What follows belongs to an exercise in optimizing a design on an open flow for small area, a short achievable clock period and few clock cycles per item; a production flow would make more cautious choices. Where RTL was checked, it was by simulation tests only, not by an equivalence proof against the original. No functional check of the RTL was part of runs 6 and 8. Power is estimated from default activity; no workload was simulated.

<file path="flow/design.v">
module teavault_cipher (
    input  wire         clk,
    input  wire         rst,           
    input  wire         in_valid,
    output wire         in_ready,
    input  wire         in_decrypt,    
    input  wire [127:0] in_key,
    input  wire [63:0]  in_block,
    output wire         out_valid,
    input  wire         out_ready,
    output wire [63:0]  out_block
);
    localparam [31:0] DELTA   = 32'h9E3779B9;
    localparam [31:0] INITSUM = 32'h8DDE6E40;    
    function [31:0] add32(input [31:0] x, input [31:0] y, input ci);
        reg [31:0] g, p, gg, pp, gn, pn;
        integer i, l;
        begin
            g = x & y;
            p = x ^ y;
            gg = g; pp = p;
            gg[0] = g[0] | (p[0] & ci);
            for (l = 0; l < 5; l = l + 1) begin
                gn = gg; pn = pp;
                for (i = 0; i < 32; i = i + 1)
                    if (i[l]) begin
                        gn[i] = gg[i] | (pp[i] & gg[((i >> l) << l) - 1]);
                        pn[i] = pp[i] & pp[((i >> l) << l) - 1];
                    end
                gg = gn; pp = pn;
            end
            add32 = p ^ {gg[30:0], ci};
        end
    endfunction
    function [31:0] add32bk(input [31:0] x, input [31:0] y, input ci);
        reg [31:0] g, p, gg, pp;
        integer i, l;
        begin
            g = x & y;
            p = x ^ y;
            gg = g; pp = p;
            gg[0] = g[0] | (p[0] & ci);
            for (l = 0; l < 5; l = l + 1)
                for (i = 0; i < 32; i = i + 1)
                    if (((i + 1) % (2 << l)) == 0) begin
                        gg[i] = gg[i] | (pp[i] & gg[i - (1 << l)]);
                        pp[i] = pp[i] & pp[i - (1 << l)];
                    end
            for (l = 3; l >= 0; l = l - 1)
                for (i = 0; i < 32; i = i + 1)
                    if (((i + 1) % (2 << l)) == (1 << l) && i >= (2 << l)) begin
                        gg[i] = gg[i] | (pp[i] & gg[i - (1 << l)]);
                        pp[i] = pp[i] & pp[i - (1 << l)];
                    end
            add32bk = p ^ {gg[30:0], ci};
        end
    endfunction
    function [31:0] add32sp4(input [31:0] x, input [31:0] y, input ci);
        reg [31:0] g, p;
        reg [31:0] c;   
        reg [31:0] BG, BP, GG, PP, GN, PN;   
        integer i, j, l, nb;
        begin
            g = x & y; p = x ^ y;
            nb = 32 / 4;
            for (i = 0; i < 32 / 4; i = i + 1) begin
                BG[i] = 1'b0; BP[i] = 1'b1;
                for (j = 0; j < 4; j = j + 1) begin
                    BG[i] = g[i*4+j] | (p[i*4+j] & BG[i]);
                    BP[i] = BP[i] & p[i*4+j];
                end
            end
            GG = BG; PP = BP;
            for (l = 0; l < 5; l = l + 1) begin
                GN = GG; PN = PP;
                for (i = 0; i < 32 / 4; i = i + 1)
                    if (i[l]) begin
                        GN[i] = GG[i] | (PP[i] & GG[((i >> l) << l) - 1]);
                        PN[i] = PP[i] & PP[((i >> l) << l) - 1];
                    end
                GG = GN; PP = PN;
            end
            for (i = 0; i < 32 / 4; i = i + 1) begin
                c[i*4] = (i == 0) ? ci : (GG[i-1] | (PP[i-1] & ci));
                for (j = 1; j < 4; j = j + 1)
                    c[i*4+j] = g[i*4+j-1] | (p[i*4+j-1] & c[i*4+j-1]);
            end
            add32sp4 = p ^ c;
        end
    endfunction
    reg        busy;       
    reg        full;       
    reg        ph;         
    reg        last;       
    reg        nz;         
    reg        sub;        
    reg [7:0]  cnt;        
    reg        dec;
    reg [31:0] a, b;       
    reg [31:0] sum;        
    reg [63:0] kp;         
    wire [31:0] ka  = kp[63:32];
    wire [31:0] kb  = kp[31:0];
    wire [31:0] t1, t2, t3;
    tv_add_bk u_t1 (.x(b << 4), .y(ka),  .ci(1'b0), .s(t1));    
    tv_add_bk u_t2 (.x(b),      .y(sum), .ci(1'b0), .s(t2));    
    tv_add_bk u_t3 (.x(b >> 5), .y(kb),  .ci(1'b0), .s(t3));    
    wire [31:0] f   = t1 ^ t2 ^ t3;
    wire [31:0] fx  = (f & {32{nz}}) ^ {32{sub}};    
    wire [31:0] nb  = add32(a, fx, sub);             
    wire [31:0] dd  = {DELTA[31:1] ^ {31{dec}}, 1'b1};    
    assign in_ready  = last;
    assign out_valid = full;
    assign out_block = {a, b};
    always @(posedge clk) begin
        if (dec ^ (busy & ~cnt[0]))
            kp <= in_key[63:0];
        else
            kp <= in_key[127:64];
        if (busy) begin
            a   <= b;
            if (cnt[0])
                sum <= add32bk(sum, dd, 1'b0);
            cnt <= cnt + 8'd1;
            nz  <= (cnt != 8'd127);
            sub <= dec & (cnt != 8'd127);
        end else begin
            if (!full || out_ready)
                a <= (ph ^ in_decrypt) ? in_block[63:32] : in_block[31:0];
            sum <= dec ? INITSUM : DELTA;
            cnt <= 8'd0;
            dec <= in_decrypt;
            nz  <= ph;
            sub <= ph & dec;
        end
        if (!full || out_ready)
            b <= nb;
        if (rst) begin
            busy <= 1'b0;
            full <= 1'b0;
            ph   <= 1'b0;
            last <= 1'b0;
        end else if (busy) begin
            last <= ~last & (cnt == (dec ? 8'd127 : 8'd126));
            if (last) begin
                busy <= 1'b0;
                full <= 1'b1;
            end
        end else if (full) begin
            if (out_ready) begin
                full <= 1'b0;
                ph   <= in_valid;
            end
        end else if (ph) begin
            ph   <= 1'b0;
            busy <= 1'b1;
        end else begin
            ph   <= in_valid;
        end
    end
endmodule
module tv_add_bk (
    input  wire [31:0] x,
    input  wire [31:0] y,
    input  wire        ci,
    output wire [31:0] s
);
    wire [31:0] g0 = x & y;
    wire [31:0] p0 = x ^ y;
    wire [31:0] g [0:9];
    wire [31:0] p [0:9];
    assign g[0] = {g0[31:1], g0[0] | (p0[0] & ci)};
    assign p[0] = p0;
    genvar l, i;
    generate
        for (l = 1; l <= 5; l = l + 1) begin : up
            for (i = 0; i < 32; i = i + 1) begin : b
                if (((i + 1) % (1 << l)) == 0) begin : n
                    assign g[l][i] = g[l-1][i] | (p[l-1][i] & g[l-1][i - (1 << (l-1))]);
                    assign p[l][i] = p[l-1][i] & p[l-1][i - (1 << (l-1))];
                end else begin : w
                    assign g[l][i] = g[l-1][i];
                    assign p[l][i] = p[l-1][i];
                end
            end
        end
        for (l = 6; l <= 9; l = l + 1) begin : dn
            for (i = 0; i < 32; i = i + 1) begin : b
                if ((((i + 1) % (1 << (10 - l))) == (1 << (9 - l))) && (i >= (1 << (10 - l)))) begin : n
                    assign g[l][i] = g[l-1][i] | (p[l-1][i] & g[l-1][i - (1 << (9 - l))]);
                    assign p[l][i] = p[l-1][i] & p[l-1][i - (1 << (9 - l))];
                end else begin : w
                    assign g[l][i] = g[l-1][i];
                    assign p[l][i] = p[l-1][i];
                end
            end
        end
    endgenerate
    assign s = p0 ^ {g[9][30:0], ci};
endmodule
</file>
<file path="flow/flow/run.sh">
#!/bin/bash
# The standard ORFS layout (standard.sh), with these changes to how the
# layout is made (the SDC and clock period stay the standard flow's):
#  - ports are buffered with buf_1 cells instead of delay buffers;
#  - synthesis does not map adders to the library's fa/ha cells (same
#    synthesis script and registers, the adders are left to ABC);
#  - timing repair aims for more setup slack, on the worst path only;
#  - clock tree synthesis (when CTS_ARGS is set below) inserts no dummy
#    loads.
# The ORFS logs of every step are kept under orfs/logs, and standard.sh's own
# output in standard.log.
set -e
cat >> "$FLOW_CONFIG" <<'EOC'
export BUFFER_PORTS_ARGS = -buffer_cell sky130_fd_sc_hd__buf_1
export ADDER_MAP_FILE = 
export SETUP_SLACK_MARGIN = 8.4
export TNS_END_PERCENT = 0
export CTS_ARGS = -sink_clustering_enable -repair_clock_nets -dont_use_dummy_load -buf_list sky130_fd_sc_hd__clkbuf_8
EOC
bash standard.sh > standard.log 2>&1
</file>
<file path="flow/standard.sh">
#!/bin/bash
# synth_recipe.tcl (not shown) runs the flow's synth.tcl, then flattens the netlist and writes it again
# the make line also repeats each setting of config.mk as NAME=value (left out here)
make -C /OpenROAD-flow-scripts/flow DESIGN_CONFIG=/design/flow/config.mk WORK_HOME=/design/flow/orfs CLKGATE_MAP_FILE= SYNTH_SCRIPT=/design/flow/synth_recipe.tcl "${@:-finish}"
</file>
<file path="flow/config.mk">
export PLATFORM = sky130hd
export DESIGN_NAME = teavault_cipher
export DESIGN_NICKNAME = teavault_cipher
export VERILOG_FILES = /design/flow/design.v
export SDC_FILE = /design/flow/constraint.sdc
export NUM_CORES = 4
export LEC_CHECK = 0
export ABC_AREA = 1
export CAP_MARGIN = 20
export CORE_MARGIN = 2
export CORE_UTILIZATION = 40
export SLEW_MARGIN = 20
export BUFFER_PORTS_ARGS = -buffer_cell sky130_fd_sc_hd__buf_1
export ADDER_MAP_FILE = 
export SETUP_SLACK_MARGIN = 8.4
export TNS_END_PERCENT = 0
export CTS_ARGS = -sink_clustering_enable -repair_clock_nets -dont_use_dummy_load -buf_list sky130_fd_sc_hd__clkbuf_8
</file>
<file path="flow/constraint.sdc">
create_clock -name core_clock -period 12.0 [get_ports {clk}]
set_input_delay 2.4000 -clock core_clock [delete_from_list [all_inputs] [get_ports {clk}]]
set_output_delay 2.4000 -clock core_clock [all_outputs]
set_load 0.01 [all_outputs]
</file>
==> results of run 1 <==
kinds of logic after synthesis:
kind of cell / count (synthesis) / share of synthesized area
muxes: 64 / 0.0494
adders and majority gates: 1 / 0.000686
and+or+nand+nor: 1305 / 0.390
DFF: 175 / 0.307
AOI/OAI and AO/OA: 192 / 0.0774
xor gates and xnor gates: 129 / 0.0871
buffers and inverters: 332 / 0.0890
stage by stage:
step	setup slack (ns)	utilization	std cells
2_1_floorplan	8.46	-	2198
6_report	8.15	0.487	2979
3_5_place_dp	7.83	0.448	2880
4_1_cts	8.21	0.456	2906
5_1_grt	7.99	0.487	2979
3_3_place_gp	7.86	0.448	2880
layer usage:
| layer | vias up | global-route usage | wire (um) |
|---|---|---|---|
| met2 | 342 | 0.383 | 20400 |
| met5 | - | 0 | 0 |
| met1 | 6699 | 0.294 | 20000 |
| li1 | 7669 | - | - |
| met3 | 57 | 0.0309 | 1960 |
| met4 | 0 | 0.0546 | 768 |
what timing repair did:
item | CTS | global route
hold buffers | 0 | 0
endpoints found under the setup margin | 86 | 103
pin swaps | 0 | 43
gates resized for setup | 2 | 154
buffers inserted | 8 | 73
gates cloned | 1 | 0
worst max path at each step:
stage                         endpoint  slack (ns)  depth (start not counted)
after CTS                        b[31]        8.21                         28
after floorplan                   b[0]        8.46                          2
after global routing             b[29]        7.99                         29
final                     out_block[7]        8.15                          3
after detailed placement         a[18]        7.83                          8
after global placement           a[16]        7.86                          8
state kept, by name, indices dropped and copies added, names as in the netlist:
name	flops
a	32
b	32
busy	1
cnt	8
dec	1
full	1
kp	64
last	1
nz	1
ph	1
sub	1
sum	32
worst max-delay path: stages, from the launching register on:
cell and delay, ns:
edfxtp_1 0.55, buf_6 0.19, buf_6 0.10, buf_6 0.11
layout make-up:
class	count	area, um^2	area share
repair inverters	1	5.00	0.000287
well taps	461	577	0.0331
inverters	280	1060	0.0607
repair buffers	354	1710	0.0982
clock buffers	17	234	0.0134
multi-input cells	1691	9350	0.537
flip-flops and latches	175	4480	0.257
cell usage in the layout, fill, tap and decap left out, drive strengths merged, types with 64 or more instances in the layout:
master	netlist	layout
nand2	780	780
buf	27	354
inv	277	276
nor2	235	235
nand3	186	186
edfxtp	97	97
dfxtp	78	78
o21ai	77	77
xor2	73	73
mux2	64	64
power by group:
group / total, mW / internal, mW / switching [mW]
logic: 3.43 / 1.32 / 2.11
clock network: 0.333 / 0.125 / 0.208
registers: 1.05 / 0.846 / 0.204
==> results.toml, run 1 <==
[synthesis]
ys_ff_latch = 175
async_flop_share = 0
ys_seq_area_frac = 0.307
syn-num-nets = 2395
synthTopCellsByCount = "nand2_1, inv_1, nor2_1"
yosysTopAreaCell = "edfxtp_1"
synth_ff_type = "edfxtp_1"
yosysMostFrequentCell = "nand2_1"
synth_cells = 2198
synthTopCellsByArea = "edfxtp_1, nand2_1, dfxtp_1"
syn_avg_cell_area_um2 = 6.64
ys_warn_count = 2
yosysTopAreaCellShare = 0.200
netlist_area_um2 = 14600
yosysUniqueCellTypes = 56
synth_edf_count = 97

[global_routing]
grt_overflow_total = 0
antenna_found_initial = 0
grt_pass1_wl_mm = 67.7
grt_max_degree = 92
grt_pass1_vias = 13700
grt_util_all_layers = 0.222

[floorplanning]
io_pins = 263
floorplan.die_area_um2 = 38000
die_h_um = 195
initial_core_util = 0.408
fp-row-count = 69
fp.dieW_um = 195
core_area_um2 = 35700

[pwr]
p_leak_nw = 8.69
power_mw = 4.81
powerDensity_nw_per_um2 = 276
max-vdd-ir-drop_mv = 0.0921

[job]
drv_cap = 0

[clock_tree]
cts_buffers = 17
clk_path_buf_depth = 2
worstSkewPairLatency_ns = 0.51
clk_pin_slew_ns = 0.09
h-tree-depth = 4
root_buffer = "clkbuf_8"
cts.sinks = 175
cts_tree = "done"

[worst_setup_path]
path_class = "reg -> out"
r2r-start = "b[11]"
reg2reg_setup_slack_ns = 8.32
cp.arrival_ns = 1.45
timing.rr.end = "b[29]"
critPathCaptureType = "output pin"
cp-start-kind = "flop"
crit_start = "b[7]"
rr_worst_depth = 28
path_max_fanout = 6
required_ns = 9.60

[finish]
final_cell_area_um2 = 17400
nets = 2717
area_delta_synth_final_pct = 19.3
fillers = 3664
diodes = 0
drive_gt1_frac = 0.163

[worst_hold_path]
hp-start = "last"
holdPathEnd = "last"
worstHoldPathCells = 2
hp-class = "reg -> reg"

[route]
first_iter_violations = 698
routed_wl_mm = 43.1
vias = 14800
drt_pre_antenna_iters = 7
final_antenna_net_count = 0
post_drt_wl_per_cell_um = 14.5
viasPerCell = 4.96
drc = 0

[timing]
max-slew-margin-rel = 0.308
drv_slew = 0
fmax_mhz = 260
worstMarginPinSlew_ns = 1.04
post-route-period-util = 0.320
rsz0062_at_grt = "true"
clock_skew_ns = 0.0340
setup_violations = 0
finalHoldViolations = 0
min_period_ns = 3.85
timing.hold.ws_ns = 0.497
tns_ns = 0

[place]
io_buffer_count = 262
placed_cell_area_um2 = 16000
hpwl_mm = 31.5
place_congestion = 0.882

[outcome]
status = "finished clean"
Testbench counts, summed over its fixed seeds: cycles 167,043, items 1,280.
==> run 2: changes to the inputs <==
--- a/flow/flow/run.sh
+++ b/flow/flow/run.sh
@@ -13,7 +13,7 @@
 cat >> "$FLOW_CONFIG" <<'EOC'
 export BUFFER_PORTS_ARGS = -buffer_cell sky130_fd_sc_hd__buf_1
 export ADDER_MAP_FILE = 
-export SETUP_SLACK_MARGIN = 8.4
+export SETUP_SLACK_MARGIN = 7.5
 export TNS_END_PERCENT = 0
 export CTS_ARGS = -sink_clustering_enable -repair_clock_nets -dont_use_dummy_load -buf_list sky130_fd_sc_hd__clkbuf_8
 EOC
--- a/flow/config.mk
+++ b/flow/config.mk
@@ -12,6 +12,6 @@
 export SLEW_MARGIN = 20
 export BUFFER_PORTS_ARGS = -buffer_cell sky130_fd_sc_hd__buf_1
 export ADDER_MAP_FILE = 
-export SETUP_SLACK_MARGIN = 8.4
+export SETUP_SLACK_MARGIN = 7.5
 export TNS_END_PERCENT = 0
 export CTS_ARGS = -sink_clustering_enable -repair_clock_nets -dont_use_dummy_load -buf_list sky130_fd_sc_hd__clkbuf_8
==> results.toml, run 2 <==
[pwr]
p_sw_frac = 0.534
internal-power_mw = 2.03
p_leak_nw = 8.16
power_frac_seq = 0.254
powerDensity_nw_per_um2 = 268
power_mw = 4.36
max-vdd-ir-drop_mv = 0.0929
clkPwrFrac = 0.077
p_switching_mw = 2.33
power_frac_comb = 0.669

[timing]
post-route-period-util = 0.323
drv_slew = 0
fmax_mhz = 258
finalHoldViolations = 0
tns_ns = 0
min_period_ns = 3.88
worstMarginPinSlew_ns = 1.01
max-slew-margin-rel = 0.329
rsz0062_at_grt = "false"
setup_slack_ns = 8.12
clock_skew_ns = 0.0335
setup_violations = 0

[synthesis]
synth_xor_area_frac = 0.0871
ys_seq_area_frac = 0.307
synth_mux_area_frac = 0.0494
netlist_area_um2 = 14600
yosysTopAreaCell = "edfxtp_1"
synthTopCellsByArea = "edfxtp_1, nand2_1, dfxtp_1"
yosysUniqueCellTypes = 56
synth-compound-area-share = 0.0774
synth_top_family_by_area = "simple AND/OR/NAND/NOR gates"
ys_warn_count = 2
synth_edf_count = 97
syn_avg_cell_area_um2 = 6.64
yosysMostFrequentCell = "nand2_1"
yosysTopAreaCellShare = 0.200
synthAdderAreaFrac = 0.000686
syn-num-nets = 2395
synthTopCellsByCount = "nand2_1, inv_1, nor2_1"
synth_ff_type = "edfxtp_1"
synth-simple-area-share = 0.390
synth_cells = 2198
async_flop_share = 0
ys_ff_latch = 175

[worst_hold_path]
worstHoldPathCells = 2
hp-class = "reg -> reg"
hp-start = "last"
holdPathEnd = "last"

[floorplanning]
fp-row-count = 69
floorplan.die_area_um2 = 38000
io_pins = 263
core_area_um2 = 35700
fp.dieW_um = 195
initial_core_util = 0.408
die_h_um = 195

[worst_setup_path]
path_delay_family = "simple AND/OR/NAND/NOR gates"
cp_common_cell = "nand2_2"
critPathMaxStageDelay_ns = 0.64
cp.arrival_ns = 4.15
reg2reg_setup_slack_ns = 8.12
crit_slowest_cell = "edfxtp_1"
path_class = "reg -> reg"
cp-start-kind = "flop"
timing.rr.end = "b[30]"
path_max_fanout = 10
rr_worst_depth = 26
crit_buf_inv = 1
r2r-start = "b[6]"
critPathCaptureType = "flop"
required_ns = 12.27

[finish]
largest_reg_flops = 64
nets = 2637
layout_commonest_cell = "nand2_1"
most-common-layout-cells = "nand2_1, inv_1, buf_1"
regMostFlops = "kp"
diodes = 0
fillers = 3746
drive_gt1_frac = 0.0886
area_delta_synth_final_pct = 11.5
finalNonFillerCells = 2899
final_core_util = 0.455

[place]
io_buffer_count = 262
place_congestion = 0.885
place_inst = 2881
post-place-ws_ns = 7.83
hpwl_mm = 31.4

[route]
vias = 14300
final_antenna_net_count = 0
routed_wl_mm = 41.7
drc = 0
viasPerCell = 4.92
drt_pre_antenna_iters = 5
first_iter_violations = 716
post_drt_wl_per_cell_um = 14.4

[job]
drv_cap = 0

[global_routing]
grt_util_all_layers = 0.220
grt_overflow_total = 0
grt_pass1_vias = 13100
antenna_found_initial = 0
grt_max_degree = 91
grt_pass1_wl_mm = 66.4

[clock_tree]
worstSkewPairLatency_ns = 0.51
root_buffer = "clkbuf_8"
h-tree-depth = 4
cts.sinks = 175
clk_pin_slew_ns = 0.10
cts_tree = "done"
cts_buffers = 17
cts_setup_buffers = 0
clk_path_buf_depth = 2

[outcome]
status = "finished clean"
[run 2: worst max path at each step]
| stage | startpoint | to | slack, ns | cells after the start |
|---|---|---|---|---|
| after floorplan | out_ready | a[0] | 8.23 | 2 |
| after global placement | in_decrypt | a[16] | 7.87 | 8 |
| after detailed placement | in_decrypt | a[26] | 7.83 | 8 |
| after CTS | dec | sum[31] | 7.88 | 22 |
| after global routing | dec | sum[31] | 7.69 | 22 |
| final | b[6] | b[30] | 8.12 | 26 |
[run 2: timing repair]
| item | CTS | global route |
|---|---|---|
| setup endpoints to repair | 0 | 2 |
| hold buffers | 0 | 0 |
| resized for setup | 0 | 2 |
[run 2: through the flow]
stage / instance area [um^2] / hold slack [ns]
after floorplan: 14600 / 0.454
final: 16300 / 0.486
after global routing: 16300 / 0.517
after detailed placement: 16000 / 0.476
after global placement: 16000 / 0.469
after CTS: 16300 / 0.491
[run 2: layer usage]
metal | GRT usage | up-vias | part of all wire
met4 | 0.0512 | 0 | 0.014
met5 | 0 | - | 0
met3 | 0.0340 | 37 | 0.044
li1 | - | 7510 | -
met2 | 0.372 | 264 | 0.46
met1 | 0.294 | 6455 | 0.48
[run 2: final cells by class]
cell class                 count  area (um^2)  share of cell area
multi-input combinational   1691         8830               0.543
sequential                   175         4480               0.275
timing repair buffer         274         1090              0.0670
inverter                     280         1060              0.0649
tap                          461          577              0.0355
clock buffer                  17          234              0.0144
timing repair inverter         1         5.00            0.000308
[run 2: kinds of logic (layout without fill, tap and decap cells)]
family | count (synthesis) | in the layout
and+or+nand+nor | 1305 | 1305
xor gates and xnor gates | 129 | 129
adders and majority gates | 1 | 1
DFF | 175 | 175
muxes | 64 | 64
AOI/OAI and AO/OA | 192 | 192
buffers and inverters | 332 | 572
[run 2: power groups by stage]
| stage | clock network, mW | logic, mW | registers, mW |
|---|---|---|---|
| 4_1_cts | 0.349 | 2.91 | 1.11 |
| 5_1_grt | 0.370 | 3.35 | 1.13 |
| 3_5_place_dp | 0 | 2.89 | 1.12 |
| 6_report | 0.337 | 2.92 | 1.11 |
| 3_3_place_gp | 0 | 2.83 | 1.12 |
| 2_1_floorplan | 0 | 2.34 | 1.02 |
[run 2: worst min-delay path: stages, from the launching register on]
cell     delay [ns]
dfxtp_1        0.33
nand2_1        0.06
a21oi_1        0.05
==> run 3: changes to the inputs <==
--- a/flow/flow/run.sh
+++ b/flow/flow/run.sh
@@ -11,9 +11,9 @@
 # output in standard.log.
 set -e
 cat >> "$FLOW_CONFIG" <<'EOC'
-export BUFFER_PORTS_ARGS = -buffer_cell sky130_fd_sc_hd__buf_1
+export BUFFER_PORTS_ARGS = -buffer_cell sky130_fd_sc_hd__buf_2
 export ADDER_MAP_FILE = 
-export SETUP_SLACK_MARGIN = 7.5
+export SETUP_SLACK_MARGIN = 8
 export TNS_END_PERCENT = 0
 export CTS_ARGS = -sink_clustering_enable -repair_clock_nets -dont_use_dummy_load -buf_list sky130_fd_sc_hd__clkbuf_8
 EOC
--- a/flow/config.mk
+++ b/flow/config.mk
@@ -10,8 +10,8 @@
 export CORE_MARGIN = 2
 export CORE_UTILIZATION = 40
 export SLEW_MARGIN = 20
-export BUFFER_PORTS_ARGS = -buffer_cell sky130_fd_sc_hd__buf_1
+export BUFFER_PORTS_ARGS = -buffer_cell sky130_fd_sc_hd__buf_2
 export ADDER_MAP_FILE = 
-export SETUP_SLACK_MARGIN = 7.5
+export SETUP_SLACK_MARGIN = 8
 export TNS_END_PERCENT = 0
 export CTS_ARGS = -sink_clustering_enable -repair_clock_nets -dont_use_dummy_load -buf_list sky130_fd_sc_hd__clkbuf_8
==> results.toml, run 3 <==
[route]
drc = 0
drt_pre_antenna_iters = 6
first_iter_violations = 758
vias = 14300
m1WireLength_mm = 19.4
route.met3.wl_mm = 2.19
routed_wl_mm = 41.7
final_antenna_net_count = 0
wl_met2_mm = 19.5
post_drt_wl_per_cell_um = 14.3
top_layer = "met4"
viasPerCell = 4.89

[clock_tree]
cts.sinks = 175
clk_pin_slew_ns = 0.11
cts_buffers = 17
cts_tree = "done"
worstSkewPairLatency_ns = 0.50
root_buffer = "clkbuf_8"
hold_buffers = 0
clk_path_buf_depth = 2
h-tree-depth = 4

[timing]
tns_ns = 0
max-slew-margin-rel = 0.357
setup_violations = 0
min_period_ns = 3.77
drv_slew = 0
clock_skew_ns = 0.0391
finalHoldViolations = 0
post-route-period-util = 0.314
fmax_mhz = 265
worstMarginPinSlew_ns = 0.961
rsz0062_at_grt = "true"

[worst_hold_path]
hp-class = "reg -> reg"

[floorplanning]
io_pins = 263
core_area_um2 = 35700
floorplan.die_area_um2 = 38000
fp.dieW_um = 195
fp-row-count = 69
initial_core_util = 0.408
die_h_um = 195

[synthesis]
yosysMostFrequentCell = "nand2_1"
synth_cells = 2198
syn-num-nets = 2395
ys_seq_area_frac = 0.307
yosysTopAreaCellShare = 0.200
synth_edf_count = 97
netlist_area_um2 = 14600
synthTopCellsByArea = "edfxtp_1, nand2_1, dfxtp_1"
syn_avg_cell_area_um2 = 6.64
ys_ff_latch = 175
ys_warn_count = 2
synth_ff_type = "edfxtp_1"
yosysUniqueCellTypes = 56
async_flop_share = 0
yosysTopAreaCell = "edfxtp_1"
synthTopCellsByCount = "nand2_1, inv_1, nor2_1"

[pwr]
powerDensity_nw_per_um2 = 265
power_mw = 4.46
max-vdd-ir-drop_mv = 0.0845
p_leak_nw = 8.99

[finish]
finalNonFillerCells = 2920
nets = 2657
layout_commonest_cell = "nand2_1"
fillers = 3718
most-common-layout-cells = "nand2_1, inv_1, buf_2"
regMostFlops = "kp"
final_cell_area_um2 = 16800
area_delta_synth_final_pct = 15.2
largest_reg_flops = 64
drive_gt1_frac = 0.208

[worst_setup_path]
path_delay_family = "flip-flops"
required_ns = 9.60
crit_buf_inv = 2
cp-start-kind = "flop"
critPathCaptureType = "output pin"
critPathMaxStageDelay_ns = 0.54
path_class = "reg -> out"
cp_cell_sequence = "buf_4, buf_2"
path_max_fanout = 7
crit_slowest_cell = "edfxtp_1"
cp.arrival_ns = 1.37

[outcome]
status = "finished clean"

[global_routing]
grt_max_degree = 61
grt_overflow_total = 0
grt_util_all_layers = 0.218
grt_pass1_wl_mm = 66.4
grt_pass1_vias = 13300
antenna_found_initial = 0

[place]
place_inst = 2881
io_buffer_count = 262
place_congestion = 0.865
placed_cell_area_um2 = 16300
hpwl_mm = 31.7

[job]
drv_cap = 0
==> run 3: per-layer routing <==
metal,vias up,track usage
met5,-,0
met4,0,0.0537
met3,37,0.0339
met2,295,0.376
met1,6395,0.286
li1,7545,-
==> run 3: cell families (layout without fill, tap and decap cells) <==
| logic type | Yosys count | in the layout | synth area share |
|---|---|---|---|
| AO/OA/AOI/OAI | 192 | 192 | 0.0774 |
| flip-flops | 175 | 175 | 0.307 |
| buffers and inverters | 332 | 592 | 0.0890 |
| XOR/XNOR | 129 | 129 | 0.0871 |
| multiplexers | 64 | 64 | 0.0494 |
| other | 0 | 1 | 0 |
| adder cells (fa/ha/maj) | 1 | 1 | 0.000686 |
| AND/OR/NAND/NOR | 1305 | 1305 | 0.390 |
==> run 3: timing repair <==
item	4_1_cts	5_1_grt
buffers inserted	0	20
setup endpoints to repair	3	30
resized for setup	1	19
cloned	1	0
==> run 3: area by class of cell <==
| class | instances | area, um^2 | share of cell area |
|---|---|---|---|
| antenna | 1 | 2.50 | 0.000149 |
| timing repair buffer | 294 | 1570 | 0.0933 |
| timing repair inverter | 1 | 5.00 | 0.000298 |
| clock buffer | 17 | 234 | 0.0139 |
| multi-input combinational | 1691 | 8890 | 0.529 |
| sequential | 175 | 4480 | 0.266 |
| tap | 461 | 577 | 0.0343 |
| inverter | 280 | 1050 | 0.0628 |
==> run 3: through the flow <==
step | worst slack, ns | utilization | hold slack [ns]
2_1_floorplan | 8.23 | - | 0.454
3_3_place_gp | 7.86 | 0.457 | 0.469
3_5_place_dp | 7.82 | 0.457 | 0.469
4_1_cts | 8.04 | 0.464 | 0.484
5_1_grt | 7.82 | 0.470 | 0.519
6_report | 8.23 | 0.470 | 0.483
==> run 3: final timing paths <==
kind	startpoint	end	slack, ns	cells past startpoint
worst max-delay path	b[3]	out_block[3]	8.23	2
worst min-delay path	last	last	0.48	2
worst max register to register	b[0]	b[30]	8.23	24
worst min register to register	last	last	0.48	2
==> run 3: worst reg2reg max path: cells and delay by family (launching register included) <==
kind	cells	cell delay, ns
simple gates	18	1.78
xor+xnor	3	0.69
flops	1	0.56
compound gates	2	0.42
buf+inv	1	0.07
==> run 3: report_power, final <==
| group | internal (mW) | total [mW] | leakage, nW | switching, mW |
|---|---|---|---|---|
| clock | 0.125 | 0.333 | 0.122 | 0.208 |
| combinational | 1.14 | 3.04 | 7.20 | 1.90 |
| sequential | 0.847 | 1.09 | 1.67 | 0.240 |
| total | 2.11 | 4.46 | 8.99 | 2.35 |
==> run 4: changes to the inputs <==
==> flow/flow/run.sh (replaced) <==
#!/bin/bash
# The standard ORFS layout (standard.sh), with these changes to how the
# layout is made (the SDC and clock period stay the standard flow's):
#  - ports are buffered with buf_1 cells instead of delay buffers;
#  - synthesis does not map adders to the library's fa/ha cells (same
#    synthesis script and registers, the adders are left to ABC);
#  - timing repair aims for more setup slack, on the worst path only.
set -e
cat >> "$FLOW_CONFIG" <<'EOC'
export BUFFER_PORTS_ARGS = -buffer_cell sky130_fd_sc_hd__buf_1
export ADDER_MAP_FILE = 
export SETUP_SLACK_MARGIN = 8
export TNS_END_PERCENT = 0
export CTS_ARGS = -sink_clustering_enable -repair_clock_nets -dont_use_dummy_load -buf_list sky130_fd_sc_hd__clkbuf_8
EOC
bash standard.sh > standard.log 2>&1
--- a/flow/config.mk
+++ b/flow/config.mk
@@ -10,7 +10,7 @@
 export CORE_MARGIN = 2
 export CORE_UTILIZATION = 40
 export SLEW_MARGIN = 20
-export BUFFER_PORTS_ARGS = -buffer_cell sky130_fd_sc_hd__buf_2
+export BUFFER_PORTS_ARGS = -buffer_cell sky130_fd_sc_hd__buf_1
 export ADDER_MAP_FILE = 
 export SETUP_SLACK_MARGIN = 8
 export TNS_END_PERCENT = 0
==> results.toml, run 4 <==
[floorplanning]
initial_core_util = 0.408
fp.dieW_um = 195
core_area_um2 = 35700
fp-row-count = 69
floorplan.die_area_um2 = 38000
io_pins = 263
die_h_um = 195

[worst_setup_path]
crit_end = "out_block[6]"
cp-start-kind = "flop"
crit_buf_inv = 2
required_ns = 9.60
cp.depth = 2
crit_start = "b[6]"
rr_worst_depth = 28
critPathMaxStageDelay_ns = 0.58
path_delay_family = "flip-flops"
cp_cell_sequence = "buf_4, buf_1"
critPathCaptureType = "output pin"
path_max_fanout = 6
timing.rr.end = "b[29]"
crit_slowest_cell = "edfxtp_1"
reg2reg_setup_slack_ns = 8.23
path_class = "reg -> out"
r2r-start = "b[6]"
cp.arrival_ns = 1.48

[pwr]
p_leak_nw = 8.34
p_switching_mw = 2.37
power_mw = 4.49
p_sw_frac = 0.529
clkPwrFrac = 0.075
max-vdd-ir-drop_mv = 0.0937
powerDensity_nw_per_um2 = 270
power_frac_comb = 0.685
power_frac_seq = 0.240
internal-power_mw = 2.11

[place]
placed_cell_area_um2 = 16000
place_congestion = 0.885
post-place-ws_ns = 7.83
place_inst = 2881
hpwl_mm = 31.4
io_buffer_count = 262

[timing]
timing.hold.ws_ns = 0.486
worstMarginPinSlew_ns = 1.01
drv_slew = 0
setup_slack_ns = 8.12
finalHoldViolations = 0
rsz0062_at_grt = "true"
min_period_ns = 3.88
fmax_mhz = 257
setup_violations = 0
tns_ns = 0
clock_skew_ns = 0.0333
max-slew-margin-rel = 0.325
post-route-period-util = 0.324

[synthesis]
synth_cells = 2198
yosysUniqueCellTypes = 56
async_flop_share = 0
yosysTopAreaCell = "edfxtp_1"
synthTopCellsByArea = "edfxtp_1, nand2_1, dfxtp_1"
synthTopCellsByCount = "nand2_1, inv_1, nor2_1"
ys_ff_latch = 175
synth_edf_count = 97
netlist_area_um2 = 14600
ys_seq_area_frac = 0.307
syn_avg_cell_area_um2 = 6.64
syn-num-nets = 2395
yosysTopAreaCellShare = 0.200
synth_ff_type = "edfxtp_1"
yosysMostFrequentCell = "nand2_1"
ys_warn_count = 2

[route]
first_iter_violations = 707
vias = 14500
final_antenna_net_count = 0
routed_wl_mm = 42.2
drc = 0
post_drt_wl_per_cell_um = 14.4
viasPerCell = 4.94
drt_pre_antenna_iters = 5

[clock_tree]
cts_buffers = 17
cts.sinks = 175
cts_tree = "done"
hold_buffers = 0
clk_pin_slew_ns = 0.10
clk_path_buf_depth = 2
worstSkewPairLatency_ns = 0.51
h-tree-depth = 4
root_buffer = "clkbuf_8"

[finish]
largest_reg_flops = 64
final_cell_area_um2 = 16600
fillers = 3734
regMostFlops = "kp"
final_core_util = 0.465
area_delta_synth_final_pct = 13.9
nets = 2673
diodes = 0
most-common-layout-cells = "nand2_1, inv_1, buf_1"
drive_gt1_frac = 0.107
layout_commonest_cell = "nand2_1"
finalNonFillerCells = 2935

[outcome]
status = "finished clean"

[global_routing]
grt_max_degree = 91
antenna_found_initial = 0
grt_overflow_total = 0
grt_pass1_vias = 13100
grt_pass1_wl_mm = 66.5
grt_util_all_layers = 0.220

[worst_hold_path]
worstHoldPathCells = 2
hp-class = "reg -> reg"
hp-start = "last"

[job]
drv_cap = 0
[run 4: logic make-up (layout without fill, tap and decap cells)]
group | after synthesis | count (layout) | share of synthesized area
DFF | 175 | 175 | 0.307
AOI/OAI and AO/OA | 192 | 192 | 0.0774
and+or+nand+nor | 1305 | 1305 | 0.390
xor gates and xnor gates | 129 | 129 | 0.0871
adders and majority gates | 1 | 1 | 0.000686
buffers and inverters | 332 | 608 | 0.0890
muxes | 64 | 64 | 0.0494
[run 4: final cells by class]
type                    count  area [um^2]  area share
clock buffers              17          234      0.0141
inverters                 280         1060      0.0636
multi-input cells        1691         8900       0.536
flip-flops and latches    175         4480       0.269
well taps                 461          577      0.0347
repair buffers            310         1360      0.0821
repair inverters            1         5.00    0.000301
[run 4: repair_timing]
item	4_1_cts	5_1_grt
cloned	1	0
setup endpoints to repair	6	23
setup buffers	0	36
pin swaps	0	4
hold endpoints to repair	0	0
resized for setup	2	23
[run 4: power groups by stage]
stage	clock network (mW)	logic, mW	registers, mW
6_report	0.338	3.07	1.08
5_1_grt	0.370	3.51	1.10
4_1_cts	0.349	2.91	1.11
3_5_place_dp	0	2.89	1.12
3_3_place_gp	0	2.83	1.12
2_1_floorplan	0	2.34	1.02
[run 4: worst register-to-register path, delay by kind of cell (launching register included)]
kind,cells,cell delay (ns)
AOI/OAI and AO/OA,1,0.22
xor gates and xnor gates,1,0.18
and+or+nand+nor,24,2.31
buffers and inverters,2,0.27
DFF,1,0.56
[run 4: worst min path at each step]
stage / endpoint
4_1_cts: last
6_report: last
3_5_place_dp: last
3_3_place_gp: cnt[7]
2_1_floorplan: cnt[7]
5_1_grt: cnt[7]
[run 4: routing by layer]
layer	routed length (um)	global-route usage	vias up
met4	525	0.0512	0
li1	-	-	7583
met1	20300	0.295	6597
met2	19600	0.372	297
met5	0	0	-
met3	1840	0.0342	34
==> run 5: changes to the inputs <==
--- a/flow/design.v
+++ b/flow/design.v
@@ -11,7 +11,7 @@
     output wire [63:0]  out_block
 );
     localparam [31:0] DELTA   = 32'h9E3779B9;
-    localparam [31:0] INITSUM = 32'h8DDE6E40;    
+    localparam [31:0] INITSUM = 32'h2C15E7F9;    
     function [31:0] add32(input [31:0] x, input [31:0] y, input ci);
         reg [31:0] g, p, gg, pp, gn, pn;
         integer i, l;
@@ -126,12 +126,12 @@
             sub <= dec & (cnt != 8'd127);
         end else begin
             if (!full || out_ready)
-                a <= (ph ^ in_decrypt) ? in_block[63:32] : in_block[31:0];
+                a <= ph ? in_block[63:32] : in_block[31:0];
             sum <= dec ? INITSUM : DELTA;
-            cnt <= 8'd0;
+            cnt <= dec ? 8'd255 : 8'd0;
             dec <= in_decrypt;
-            nz  <= ph;
-            sub <= ph & dec;
+            nz  <= ph & ~dec;
+            sub <= 1'b0;
         end
         if (!full || out_ready)
             b <= nb;
--- a/flow/flow/run.sh
+++ b/flow/flow/run.sh
@@ -4,12 +4,16 @@
 #  - ports are buffered with buf_1 cells instead of delay buffers;
 #  - synthesis does not map adders to the library's fa/ha cells (same
 #    synthesis script and registers, the adders are left to ABC);
-#  - timing repair aims for more setup slack, on the worst path only.
+#  - timing repair aims for more setup slack, on the worst path only;
+#  - clock tree synthesis (when CTS_ARGS is set below) builds the tree from
+#    clkbuf_8 cells and inserts no dummy loads.
+# The ORFS logs of every step are kept under orfs/logs, and standard.sh's own
+# output in standard.log.
 set -e
 cat >> "$FLOW_CONFIG" <<'EOC'
 export BUFFER_PORTS_ARGS = -buffer_cell sky130_fd_sc_hd__buf_1
 export ADDER_MAP_FILE = 
-export SETUP_SLACK_MARGIN = 8
+export SETUP_SLACK_MARGIN = 8.2
 export TNS_END_PERCENT = 0
 export CTS_ARGS = -sink_clustering_enable -repair_clock_nets -dont_use_dummy_load -buf_list sky130_fd_sc_hd__clkbuf_8
 EOC
--- a/flow/config.mk
+++ b/flow/config.mk
@@ -12,6 +12,6 @@
 export SLEW_MARGIN = 20
 export BUFFER_PORTS_ARGS = -buffer_cell sky130_fd_sc_hd__buf_1
 export ADDER_MAP_FILE = 
-export SETUP_SLACK_MARGIN = 8
+export SETUP_SLACK_MARGIN = 8.2
 export TNS_END_PERCENT = 0
 export CTS_ARGS = -sink_clustering_enable -repair_clock_nets -dont_use_dummy_load -buf_list sky130_fd_sc_hd__clkbuf_8
==> results.toml, run 5 <==
[route]
routed_wl_mm = 44.6
vias = 14900
post_drt_wl_per_cell_um = 15.1
drt_pre_antenna_iters = 7
final_antenna_net_count = 0
first_iter_violations = 948
viasPerCell = 5.02
drc = 0

[timing]
min_period_ns = 3.80
post-route-period-util = 0.317
setup_violations = 0
clock_skew_ns = 0.0508
drv_slew = 0
max-slew-margin-rel = 0.279
fmax_mhz = 263
rsz0062_at_grt = "true"
worstMarginPinSlew_ns = 1.08
finalHoldViolations = 0
tns_ns = 0

[clock_tree]
cts_tree = "done"
cts.sinks = 175
root_buffer = "clkbuf_8"
clk_pin_slew_ns = 0.12
h-tree-depth = 4
hold_buffers = 0
worstSkewPairLatency_ns = 0.51
clk_path_buf_depth = 2
cts_buffers = 17

[pwr]
power_mw = 4.49
powerDensity_nw_per_um2 = 262
max-vdd-ir-drop_mv = 0.121
p_leak_nw = 8.60

[place]
place_congestion = 0.866
hpwl_mm = 32.8
placed_cell_area_um2 = 15800
io_buffer_count = 262

[worst_setup_path]
required_ns = 9.60
cp-start-kind = "flop"
path_max_fanout = 5
critPathCaptureType = "output pin"
rr_worst_depth = 27
cp.arrival_ns = 1.40
path_class = "reg -> out"

[finish]
diodes = 0
area_delta_synth_final_pct = 18.8
drive_gt1_frac = 0.148
regMostFlops = "kp"
nets = 2701
final_cell_area_um2 = 17100
fillers = 3699
largest_reg_flops = 64
layout_commonest_cell = "nand2_1"
most-common-layout-cells = "nand2_1, buf_1, inv_1"

[floorplanning]
core_area_um2 = 35600
floorplan.die_area_um2 = 37600
initial_core_util = 0.406
fp.dieW_um = 194
fp-row-count = 69
die_h_um = 194
io_pins = 263

[synthesis]
ys_ff_latch = 175
yosysMostFrequentCell = "nand2_1"
synthTopCellsByArea = "edfxtp_1, nand2_1, dfxtp_1"
synthTopCellsByCount = "nand2_1, inv_1, nor2_1"
synth_cells = 2199
yosysUniqueCellTypes = 54
async_flop_share = 0
synth_edf_count = 97
yosysTopAreaCell = "edfxtp_1"
syn_avg_cell_area_um2 = 6.56
netlist_area_um2 = 14400
syn-num-nets = 2396
yosysTopAreaCellShare = 0.202
synth_ff_type = "edfxtp_1"
ys_warn_count = 2
ys_seq_area_frac = 0.310

[worst_hold_path]
worstHoldPathCells = 2
hp-class = "reg -> reg"

[global_routing]
grt_max_degree = 74
grt_pass1_vias = 13100
grt_pass1_wl_mm = 67.5
antenna_found_initial = 0
grt_util_all_layers = 0.226
grt_overflow_total = 0

[job]
drv_cap = 0

[outcome]
status = "finished clean"
## run 5: layout make-up
type | count | area (um^2) | area share
multi-input cells | 1693 | 9170 | 0.535
well taps | 461 | 577 | 0.0336
flip-flops and latches | 175 | 4480 | 0.261
clock buffers | 17 | 234 | 0.0136
repair inverters | 1 | 5.00 | 0.000292
repair buffers | 342 | 1640 | 0.0958
inverters | 274 | 1030 | 0.0602
## run 5: logic make-up (layout without fill, tap and decap cells)
family          after synthesis  after routing  synth area share
compound gates              218            218            0.0893
buf+inv                     331            634            0.0893
flops                       175            175             0.310
simple gates               1303           1303             0.393
xor+xnor                    107            107            0.0680
mux                          64             64            0.0500
fa+ha+maj                     1              1          0.000694
## run 5: timing repair
item	4_1_cts	5_1_grt
setup endpoints to repair	12	32
gates cloned	0	1
buffers inserted	0	69
pin swaps	0	49
resized for setup	1	141
## run 5: path summary, 6_finish.rpt
check	slack [ns]	endpoint	startpoint
worst max-delay path	8.20	out_block[7]	b[7]
worst min-delay path	0.50	last	last
worst max register to register	8.36	b[29]	b[6]
worst min register to register	0.50	last	last
## run 5: metrics by stage
stage / utilization / hold WS [ns] / setup WS (ns) / std cells
after floorplan: - / 0.474 / 8.24 / 2199
after global placement: 0.445 / 0.475 / 8.12 / 2876
after detailed placement: 0.445 / 0.478 / 8.01 / 2876
after CTS: 0.452 / 0.497 / 8.12 / 2893
after global routing: 0.482 / 0.549 / 8.06 / 2963
final: 0.482 / 0.495 / 8.20 / 2963
## run 5: power by group
group	switching [mW]	internal [mW]
Sequential	0.200	0.830
Combinational	1.96	1.17
Clock	0.204	0.125
Total	2.36	2.13
## run 5: worst max-delay path: stages (launching register included)
cell	delay (ns)
edfxtp_1	0.51
buf_6	0.17
buf_4	0.12
clkbuf_2	0.13
## run 5: routing by layer
metal	vias up	global-route usage	wire length, um
met5	-	0	0
met4	0	0.0542	561
met3	35	0.0322	1940
met2	346	0.380	21200
met1	6814	0.306	20900
li1	7683	-	-
Testbench counts of run 5, summed over its fixed seeds: cycles 167,678, items 1,280.
==> run 6: changes to the inputs <==
--- a/flow/design.v
+++ b/flow/design.v
@@ -107,7 +107,8 @@
     tv_add_bk u_t3 (.x(b >> 5), .y(kb),  .ci(1'b0), .s(t3));    
     wire [31:0] f   = t1 ^ t2 ^ t3;
     wire [31:0] fx  = (f & {32{nz}}) ^ {32{sub}};    
-    wire [31:0] nb  = add32(a, fx, sub);             
+    wire [31:0] nb;                                   
+    tv_add_bk u_nb (.x(a), .y(fx), .ci(sub), .s(nb));
     wire [31:0] dd  = {DELTA[31:1] ^ {31{dec}}, 1'b1};    
     assign in_ready  = last;
     assign out_valid = full;
--- a/flow/flow/run.sh
+++ b/flow/flow/run.sh
@@ -13,7 +13,7 @@
 cat >> "$FLOW_CONFIG" <<'EOC'
 export BUFFER_PORTS_ARGS = -buffer_cell sky130_fd_sc_hd__buf_1
 export ADDER_MAP_FILE = 
-export SETUP_SLACK_MARGIN = 8.2
+export SETUP_SLACK_MARGIN = 8
 export TNS_END_PERCENT = 0
 export CTS_ARGS = -sink_clustering_enable -repair_clock_nets -dont_use_dummy_load -buf_list sky130_fd_sc_hd__clkbuf_8
 EOC
--- a/flow/config.mk
+++ b/flow/config.mk
@@ -12,6 +12,6 @@
 export SLEW_MARGIN = 20
 export BUFFER_PORTS_ARGS = -buffer_cell sky130_fd_sc_hd__buf_1
 export ADDER_MAP_FILE = 
-export SETUP_SLACK_MARGIN = 8.2
+export SETUP_SLACK_MARGIN = 8
 export TNS_END_PERCENT = 0
 export CTS_ARGS = -sink_clustering_enable -repair_clock_nets -dont_use_dummy_load -buf_list sky130_fd_sc_hd__clkbuf_8
==> results.toml, run 6 <==
[place]
hpwl_mm = 30.7
place_congestion = 0.860
io_buffer_count = 262

[synthesis]
netlist_area_um2 = 14300
synth_cells = 2127
synth_edf_count = 97
yosysMostFrequentCell = "nand2_1"
ys_ff_latch = 175
yosysUniqueCellTypes = 58
syn-num-nets = 2324
ys_warn_count = 2
ys_seq_area_frac = 0.313
yosysTopAreaCellShare = 0.204
async_flop_share = 0
synth_ff_type = "edfxtp_1"
synthTopCellsByArea = "edfxtp_1, nand2_1, dfxtp_1"
synthTopCellsByCount = "nand2_1, inv_1, nor2_1"
yosysTopAreaCell = "edfxtp_1"
syn_avg_cell_area_um2 = 6.72

[global_routing]
grt_max_degree = 60
grt_overflow_total = 0
grt_pass1_wl_mm = 62.7
antenna_found_initial = 0
grtUsageMet2 = 0.374
top_usage_layer = "met2"
grt_pass1_vias = 12500
use_met1 = 0.289
met3_usage = 0.0333
grt_util_all_layers = 0.218

[floorplanning]
fp.dieW_um = 193
die_h_um = 193
core_area_um2 = 35400
initial_core_util = 0.404
io_pins = 263
fp-row-count = 69
floorplan.die_area_um2 = 37300

[finish]
largest_reg_flops = 64
area_delta_synth_final_pct = 19.1
most-common-layout-cells = "nand2_1, buf_1, inv_1"
final_core_util = 0.481
nets = 2625
regMostFlops = "kp"
diodes = 0
drive_gt1_frac = 0.170
layout_commonest_cell = "nand2_1"

[clock_tree]
clk_pin_slew_ns = 0.11
cts_tree = "done"
cts_buffers = 17
cts.sinks = 175
hold_buffers = 0
clk_path_buf_depth = 2
h-tree-depth = 4
worstSkewPairLatency_ns = 0.52
root_buffer = "clkbuf_8"

[worst_setup_path]
critPathCaptureType = "output pin"
required_ns = 9.60
reg2reg_setup_slack_ns = 8.23
critPathMaxStageDelay_ns = 0.40
cp_common_cell = "buf_4"
path_delay_family = "buffers and inverters"
cp.arrival_ns = 1.44
r2r-start = "b[2]"
timing.rr.end = "b[27]"
cp-start-kind = "flop"
rr_worst_depth = 29
path_max_fanout = 2
path_class = "reg -> out"
crit_slowest_cell = "edfxtp_1"
cp_cell_sequence = "buf_4, buf_4, buf_4, buf_1"
crit_buf_inv = 4

[timing]
drv_slew = 0
worstMarginPinSlew_ns = 1.06
tns_ns = 0
setup_violations = 0
rsz0062_at_grt = "true"
post-route-period-util = 0.320
max-slew-margin-rel = 0.290
clock_skew_ns = 0.0416
fmax_mhz = 260
finalHoldViolations = 0
min_period_ns = 3.84

[worst_hold_path]
worstHoldPathCells = 2
hp-class = "reg -> reg"
hp-start = "last"
holdPathEnd = "last"

[pwr]
p_leak_nw = 8.37
max-vdd-ir-drop_mv = 0.0971
powerDensity_nw_per_um2 = 265

[route]
post_drt_wl_per_cell_um = 14.6
final_antenna_net_count = 0
routed_wl_mm = 42.2
drc = 0
vias = 14200
drt_pre_antenna_iters = 5
first_iter_violations = 900
viasPerCell = 4.92

[outcome]
status = "finished clean"

[job]
drv_cap = 0
==> run 6: changes by cell type after synthesis, moves of 9 or more <==
| cell | delta |
|---|---|
| a21oi_1 | +14 |
| nand2_1 | -69 |
| nand3_1 | -35 |
| nand3b_1 | -11 |
| nand4_1 | -9 |
| nor2_1 | +11 |
| o21ai_0 | -11 |
| xor2_1 | +16 |
==> run 6: cells by family (layout without fill, tap and decap cells) <==
| group | after synthesis | after routing | share of synthesized area |
|---|---|---|---|
| flip-flops | 175 | 175 | 0.313 |
| XOR/XNOR | 130 | 130 | 0.0880 |
| AO/OA/AOI/OAI | 220 | 220 | 0.0917 |
| AND/OR/NAND/NOR | 1212 | 1212 | 0.369 |
| multiplexers | 64 | 64 | 0.0504 |
| buffers and inverters | 326 | 625 | 0.0879 |
==> run 6: cell type report <==
class / instances / area [um^2]
clock buffers: 17 / 234
fillers: 3599 / 18400
inverters: 274 / 1030
multi-input cells: 1626 / 9130
flip-flops and latches: 175 / 4480
well taps: 461 / 577
repair buffers: 334 / 1570
==> run 6: what timing repair did <==
item,in CTS,in global routing
cloned,0,1
pin swaps,0,63
setup buffers,0,59
gates resized for setup,1,169
endpoints found under the setup margin,3,27
==> run 6: how the worst max path moves through the flow <==
| stage | cells after the start | slack (ns) | startpoint | to |
|---|---|---|---|---|
| final | 4 | 8.16 | b[6] | out_block[6] |
| after global routing | 30 | 7.92 | b[6] | b[31] |
| after CTS | 30 | 8.05 | b[0] | b[31] |
| after detailed placement | 27 | 7.94 | dec | sum[31] |
| after global placement | 23 | 8.05 | dec | sum[23] |
| after floorplan | 2 | 8.24 | out_ready | a[0] |
==> run 6: power breakdown <==
group	switching [mW]	internal, mW
Combinational	1.96	1.20
Clock	0.203	0.125
Sequential	0.191	0.833
==> run 6: metrics by stage <==
| stage | setup WS, ns | hold WS, ns | cells | power, mW | area (um^2) |
|---|---|---|---|---|---|
| after floorplan | 8.24 | 0.457 | 2127 | 3.15 | 14300 |
| after CTS | 8.05 | 0.493 | 2827 | 4.13 | 16000 |
| after global routing | 7.92 | 0.518 | 2887 | 4.97 | 17000 |
| after detailed placement | 7.94 | 0.475 | 2810 | 3.78 | 15700 |
| final | 8.16 | 0.494 | 2887 | 4.51 | 17000 |
| after global placement | 8.05 | 0.469 | 2810 | 3.73 | 15700 |
==> run 6: worst min-delay path, stage by stage, from the launching register on <==
cell,delay [ns]
dfxtp_1,0.34
nand2_1,0.06
a21oi_1,0.06
==> run 6: layer usage <==
layer | up-vias | part of all wire
met5 | - | 0
met4 | 0 | 0.015
met3 | 36 | 0.046
met2 | 306 | 0.48
met1 | 6452 | 0.46
li1 | 7403 | -
==> run 7: changes to the inputs <==
--- a/flow/design.v
+++ b/flow/design.v
@@ -107,8 +107,7 @@
     tv_add_bk u_t3 (.x(b >> 5), .y(kb),  .ci(1'b0), .s(t3));    
     wire [31:0] f   = t1 ^ t2 ^ t3;
     wire [31:0] fx  = (f & {32{nz}}) ^ {32{sub}};    
-    wire [31:0] nb;                                   
-    tv_add_bk u_nb (.x(a), .y(fx), .ci(sub), .s(nb));
+    wire [31:0] nb  = add32(a, fx, sub);             
     wire [31:0] dd  = {DELTA[31:1] ^ {31{dec}}, 1'b1};    
     assign in_ready  = last;
     assign out_valid = full;
--- a/flow/flow/run.sh
+++ b/flow/flow/run.sh
@@ -5,8 +5,8 @@
 #  - synthesis does not map adders to the library's fa/ha cells (same
 #    synthesis script and registers, the adders are left to ABC);
 #  - timing repair aims for more setup slack, on the worst path only;
-#  - clock tree synthesis (when CTS_ARGS is set below) builds the tree from
-#    clkbuf_8 cells and inserts no dummy loads.
+#  - clock tree synthesis (when CTS_ARGS is set below) inserts no dummy
+#    loads.
 # The ORFS logs of every step are kept under orfs/logs, and standard.sh's own
 # output in standard.log.
 set -e
==> results.toml, run 7 <==
[outcome]
status = "finished clean"

[clock_tree]
root_buffer = "clkbuf_8"
cts_tree = "done"
cts_buffers = 17
h-tree-depth = 4
clk_pin_slew_ns = 0.12
cts.sinks = 175
worstSkewPairLatency_ns = 0.50
hold_buffers = 0
clk_path_buf_depth = 2

[worst_hold_path]
hp-class = "reg -> reg"

[synthesis]
syn-num-nets = 2396
yosysMostFrequentCell = "nand2_1"
ys_seq_area_frac = 0.310
ys_ff_latch = 175
synth_ff_type = "edfxtp_1"
ys_warn_count = 2
synthTopCellsByArea = "edfxtp_1, nand2_1, dfxtp_1"
synth_edf_count = 97
yosysTopAreaCellShare = 0.202
synth_cells = 2199
yosysUniqueCellTypes = 54
async_flop_share = 0
syn_avg_cell_area_um2 = 6.56
netlist_area_um2 = 14400
yosysTopAreaCell = "edfxtp_1"
synthTopCellsByCount = "nand2_1, inv_1, nor2_1"

[worst_setup_path]
path_delay_family = "flip-flops"
path_class = "reg -> out"
cp-start-kind = "flop"
cp.arrival_ns = 1.41
cp_cell_sequence = "buf_1"
critPathMaxStageDelay_ns = 0.70
crit_slowest_cell = "edfxtp_1"
critPathCaptureType = "output pin"
path_max_fanout = 8
required_ns = 9.60
crit_buf_inv = 1

[floorplanning]
floorplan.die_area_um2 = 37600
initial_core_util = 0.406
core_area_um2 = 35600
die_h_um = 194
io_pins = 263
fp.dieW_um = 194
fp-row-count = 69

[place]
post-place-ws_ns = 8.01
place_inst = 2876
io_buffer_count = 262
hpwl_mm = 32.8
place_congestion = 0.866
placed_cell_area_um2 = 15800

[pwr]
power_mw = 4.28
p_leak_nw = 8.37
powerDensity_nw_per_um2 = 259
max-vdd-ir-drop_mv = 0.120

[route]
post_drt_wl_per_cell_um = 14.9
viasPerCell = 5.04
drc = 0
final_antenna_net_count = 0
routed_wl_mm = 44.0
first_iter_violations = 860
vias = 14800
drt_pre_antenna_iters = 5

[finish]
regMostFlops = "kp"
area_delta_synth_final_pct = 14.8
multi_input_area_um2 = 8780
largest_reg_flops = 64
drive_gt1_frac = 0.107
diodes = 0
final_core_util = 0.466
most-common-layout-cells = "nand2_1, buf_1, inv_1"
final_cell_area_um2 = 16600
finalNonFillerCells = 2943
regArea_um2 = 4480
layout_commonest_cell = "nand2_1"
fillers = 3756
nets = 2681

[timing]
max-slew-margin-rel = 0.287
tns_ns = 0
rsz0062_at_grt = "true"
post-route-period-util = 0.317
setup_slack_ns = 8.19
finalHoldViolations = 0
clock_skew_ns = 0.0477
timing.hold.ws_ns = 0.496
min_period_ns = 3.81
worstMarginPinSlew_ns = 1.07
drv_slew = 0
fmax_mhz = 263
setup_violations = 0

[global_routing]
grt_util_all_layers = 0.226
use_met1 = 0.306
grtUsageMet2 = 0.380
antenna_found_initial = 0
grt_max_degree = 74
grt_pass1_wl_mm = 67.5
met3_usage = 0.0322
top_usage_layer = "met2"
grt_overflow_total = 0
grt_pass1_vias = 13100

[job]
drv_cap = 0
-- run 7: cell count changes in the layout (fill, tap and decap cells not counted), moves of 11 or more --
cell and delta:
nand2_1 +119, nand2_2 -52, nand3_1 +52, nand3_2 -19, nor2_2 -19, o21ai_0 +15, nand3b_1 +11, xor2_2 -11
-- run 7: cells by family after synthesis --
logic type | count (synthesis) | share of synthesized area
AND/OR/NAND/NOR | 1303 | 0.393
buffers and inverters | 331 | 0.0893
AO/OA/AOI/OAI | 218 | 0.0893
flip-flops | 175 | 0.310
XOR/XNOR | 107 | 0.0680
multiplexers | 64 | 0.0500
adder cells (fa/ha/maj) | 1 | 0.000694
-- run 7: where the power goes --
part	internal (mW)	switching (mW)	total (mW)
logic	1.07	1.85	2.92
registers	0.830	0.205	1.04
clock network	0.125	0.202	0.327
-- run 7: path summary, 6_finish.rpt --
path,from,end,slack (ns),cells past startpoint
max,b[26],out_block[26],8.19,1
min,last,last,0.50,2
max reg2reg,b[11],b[31],8.31,24
min reg2reg,last,last,0.50,2
-- run 7: cell type report --
class                   instances  share of cell area
flip-flops and latches        175               0.270
inverters                     274              0.0623
repair inverters                1            0.000302
repair buffers                322              0.0880
well taps                     461              0.0348
clock buffers                  17              0.0141
multi-input cells            1693               0.530
-- run 7: routing by layer --
| layer | part of all wire | vias to the layer above |
|---|---|---|
| met1 | 0.47 | 6770 |
| li1 | - | 7643 |
| met5 | 0 | - |
| met3 | 0.050 | 38 |
| met2 | 0.47 | 387 |
| met4 | 0.015 | 0 |
-- run 7: repair_timing --
action / CTS / global route
hold endpoints to repair: 0 / 0
pin swaps: 0 / 4
resized for setup: 1 / 28
buffers inserted: 0 / 49
setup endpoints to repair: 1 / 16
gates cloned: 0 / 1
Testbench counts of run 7, summed over its fixed seeds: cycles 167,678, items 1,280.
==> run 8: changes to the inputs <==
--- a/flow/design.v
+++ b/flow/design.v
@@ -97,14 +97,15 @@
     reg [7:0]  cnt;        
     reg        dec;
     reg [31:0] a, b;       
+    reg [31:0] bf;         
     reg [31:0] sum;        
     reg [63:0] kp;         
     wire [31:0] ka  = kp[63:32];
     wire [31:0] kb  = kp[31:0];
     wire [31:0] t1, t2, t3;
-    tv_add_bk u_t1 (.x(b << 4), .y(ka),  .ci(1'b0), .s(t1));    
-    tv_add_bk u_t2 (.x(b),      .y(sum), .ci(1'b0), .s(t2));    
-    tv_add_bk u_t3 (.x(b >> 5), .y(kb),  .ci(1'b0), .s(t3));    
+    tv_add_bk u_t1 (.x(bf << 4), .y(ka),  .ci(1'b0), .s(t1));   
+    tv_add_bk u_t2 (.x(bf),      .y(sum), .ci(1'b0), .s(t2));   
+    tv_add_bk u_t3 (.x(bf >> 5), .y(kb),  .ci(1'b0), .s(t3));   
     wire [31:0] f   = t1 ^ t2 ^ t3;
     wire [31:0] fx  = (f & {32{nz}}) ^ {32{sub}};    
     wire [31:0] nb  = add32(a, fx, sub);             
@@ -135,6 +136,7 @@
         end
         if (!full || out_ready)
             b <= nb;
+        bf <= nb;
         if (rst) begin
             busy <= 1'b0;
             full <= 1'b0;
==> results.toml, run 8 <==
[synthesis]
yosysTopAreaCell = "edfxtp_1"
async_flop_share = 0
yosysMostFrequentCell = "nand2_1"
ys_ff_latch = 207
synthTopCellsByArea = "edfxtp_1, nand2_1, dfxtp_1"
synth_cells = 2278
yosysTopAreaCellShare = 0.191
synth_edf_count = 97
synth_ff_type = "dfxtp_1"
yosysUniqueCellTypes = 50
netlist_area_um2 = 15200
ys_warn_count = 2
synthTopCellsByCount = "nand2_1, inv_1, nor2_1"
syn-num-nets = 2475
ys_seq_area_frac = 0.336
syn_avg_cell_area_um2 = 6.68

[pwr]
clkPwrFrac = 0.120
p_switching_mw = 2.36
p_leak_nw = 8.72
power_frac_comb = 0.605
powerDensity_nw_per_um2 = 266
internal-power_mw = 2.27
p_sw_frac = 0.510
power_frac_seq = 0.274
max-vdd-ir-drop_mv = 0.0910

[clock_tree]
h-tree-depth = 2
cts_tree = "done"
cts_buffers = 38
clk_pin_slew_ns = 0.05
root_buffer = "clkbuf_8"
hold_buffers = 0
worstSkewPairLatency_ns = 0.61
clk_path_buf_depth = 3
cts.sinks = 207

[finish]
regMostFlops = "kp"
fillers = 3892
most-common-layout-cells = "nand2_1, inv_1, buf_1"
area_delta_synth_final_pct = 14.2
nets = 2745
final_cell_area_um2 = 17400
regArea_um2 = 5130
layout_commonest_cell = "nand2_1"
largest_reg_flops = 64
multi_input_area_um2 = 8820
diodes = 0
drive_gt1_frac = 0.0962

[route]
m1WireLength_mm = 20.6
viasPerCell = 4.92
drt_pre_antenna_iters = 8
final_antenna_net_count = 0
top_layer = "met4"
drc = 0
wl_met2_mm = 19.9
first_iter_violations = 890
routed_wl_mm = 44.4
route.met3.wl_mm = 2.69
post_drt_wl_per_cell_um = 14.5
vias = 15000

[global_routing]
grt_overflow_total = 0
grt_util_all_layers = 0.220
grt_pass1_vias = 13500
antenna_found_initial = 0
grt_max_degree = 60
grt_pass1_wl_mm = 67.8

[timing]
max-slew-margin-rel = 0.336
finalHoldViolations = 0
worstMarginPinSlew_ns = 0.992
tns_ns = 0
min_period_ns = 3.72
rsz0062_at_grt = "true"
drv_slew = 0
clock_skew_ns = 0.0694
fmax_mhz = 269
setup_violations = 0
timing.hold.ws_ns = 0.480
post-route-period-util = 0.310

[place]
hpwl_mm = 33.5
place_congestion = 0.891
placed_cell_area_um2 = 16700
io_buffer_count = 262

[worst_setup_path]
required_ns = 9.60
path_max_fanout = 4
cp_cell_sequence = "buf_1"
rr_worst_depth = 26
reg2reg_setup_slack_ns = 8.34
cp.depth = 1
crit_end = "out_block[55]"
crit_slowest_cell = "edfxtp_1"
timing.rr.end = "b[30]"
crit_start = "a[23]"
r2r-start = "sum[6]"
critPathMaxStageDelay_ns = 0.45
cp.arrival_ns = 1.32
path_delay_family = "flip-flops"
cp-start-kind = "flop"
path_class = "reg -> out"
crit_buf_inv = 1
critPathCaptureType = "output pin"

[worst_hold_path]
hp-class = "reg -> reg"
hp-start = "last"

[job]
drv_cap = 0

[floorplanning]
fp.dieW_um = 199
die_h_um = 199
initial_core_util = 0.405
core_area_um2 = 37600
floorplan.die_area_um2 = 39600
io_pins = 263
fp-row-count = 71

[outcome]
status = "finished clean"
## run 8: cell types whose count changed after synthesis, sizes merged, moves of 6 or more
cell | previous run | this run
dfxtp | 78 | 110
nand3b | 33 | 23
nand2 | 773 | 782
inv | 270 | 295
a22oi | 17 | 0
a21oi | 99 | 120
nand3 | 199 | 205
nor2 | 227 | 241
xnor2 | 47 | 53
## run 8: worst min-delay path by stage
stage / slack [ns] / to / depth (start not counted)
floorplan: 0.46 / cnt[7] / 2
global placement: 0.47 / last / 2
detailed placement: 0.47 / last / 2
CTS: 0.48 / last / 2
global route: 0.51 / last / 2
finish: 0.48 / last / 2
## run 8: cells by family (layout without fill, tap and decap cells)
logic type | count (synthesis) | in the layout | share of synthesized area
XOR/XNOR | 115 | 115 | 0.0718
flip-flops | 207 | 207 | 0.336
multiplexers | 64 | 64 | 0.0473
buffers and inverters | 346 | 614 | 0.0897
AO/OA/AOI/OAI | 223 | 223 | 0.0815
AND/OR/NAND/NOR | 1323 | 1323 | 0.374
## run 8: power groups by stage
stage / Sequential, mW / Clock (mW) / Combinational [mW]
CTS: 1.27 / 0.582 / 2.78
global route: 1.30 / 0.603 / 3.21
global placement: 1.28 / 0 / 2.70
floorplan: 1.19 / 0 / 2.16
detailed placement: 1.28 / 0 / 2.76
finish: 1.27 / 0.557 / 2.80
## run 8: what timing repair did
| item | in CTS | in global routing |
|---|---|---|
| endpoints found under the setup margin | 1 | 46 |
| gates resized for setup | 1 | 28 |
| pin swaps | 0 | 1 |
| setup buffers | 0 | 4 |
| cloned | 0 | 1 |
## run 8: final cells by class
class / instances / area share
clock buffers: 38 / 0.0301
inverters: 297 / 0.0642
multi-input cells: 1725 / 0.507
flip-flops and latches: 207 / 0.295
well taps: 511 / 0.0367
repair buffers: 279 / 0.0670
## run 8: through the flow
step           std cells   util  setup slack [ns]  power (mW)
5_1_grt             3057  0.463              7.95        5.11
6_report            3057  0.463              8.28        4.63
2_1_floorplan       2278      -              8.24        3.36
3_5_place_dp        3013  0.445              7.96        4.03
4_1_cts             3051  0.459              8.10        4.63
3_3_place_gp        3012  0.444              7.93        3.98
## run 8: per-layer routing
metal / vias to the layer above / global-route usage
met5: - / 0
met4: 0 / 0.0677
met3: 65 / 0.0412
met2: 397 / 0.365
met1: 6756 / 0.291
li1: 7817 / -

## static timing again, ports no longer ideal
The flow's constraints put no driver on any port. The routed layouts listed below were extracted and timed again, unchanged, in two steps. Step 1: set_driving_cell puts a clkbuf_16 on clk and a buf_2 on each other input, an assumption about the parent block. Step 2 adds t to the input delays and takes it off the output delays; t is the mean of the earliest and latest rising clock arrival at the registers after step 1. Input paths then give back, and output paths get back, about the clock's delay inside the block. a / b / c = no drivers / after step 1 / after step 2; a / b = the first two.
run	t, ns	setup slack, ns	clock arrival spread, ns
run 1	0.539	8.155 / 8.106 / 7.875	0.034 / 0.034
run 2	0.538	8.120 / 8.120 / 7.873	0.034 / 0.034
run 3	0.536	8.233 / 8.180 / 7.817	0.040 / 0.039
run 4	0.540	8.115 / 8.068 / 7.856	0.034 / 0.033
run 5	0.530	8.200 / 8.151 / 8.239	0.051 / 0.051
run 6	0.550	8.160 / 8.109 / 8.226	0.042 / 0.042
run 7	0.528	8.191 / 8.143 / 8.246	0.048 / 0.048
run 8	0.623	8.283 / 8.235 / 8.328	0.070 / 0.069
After both steps every run listed still meets setup and hold. The setup slack of run 3, which loses most, moves by -0.053 ns with the drivers and by -0.416 ns with both steps.
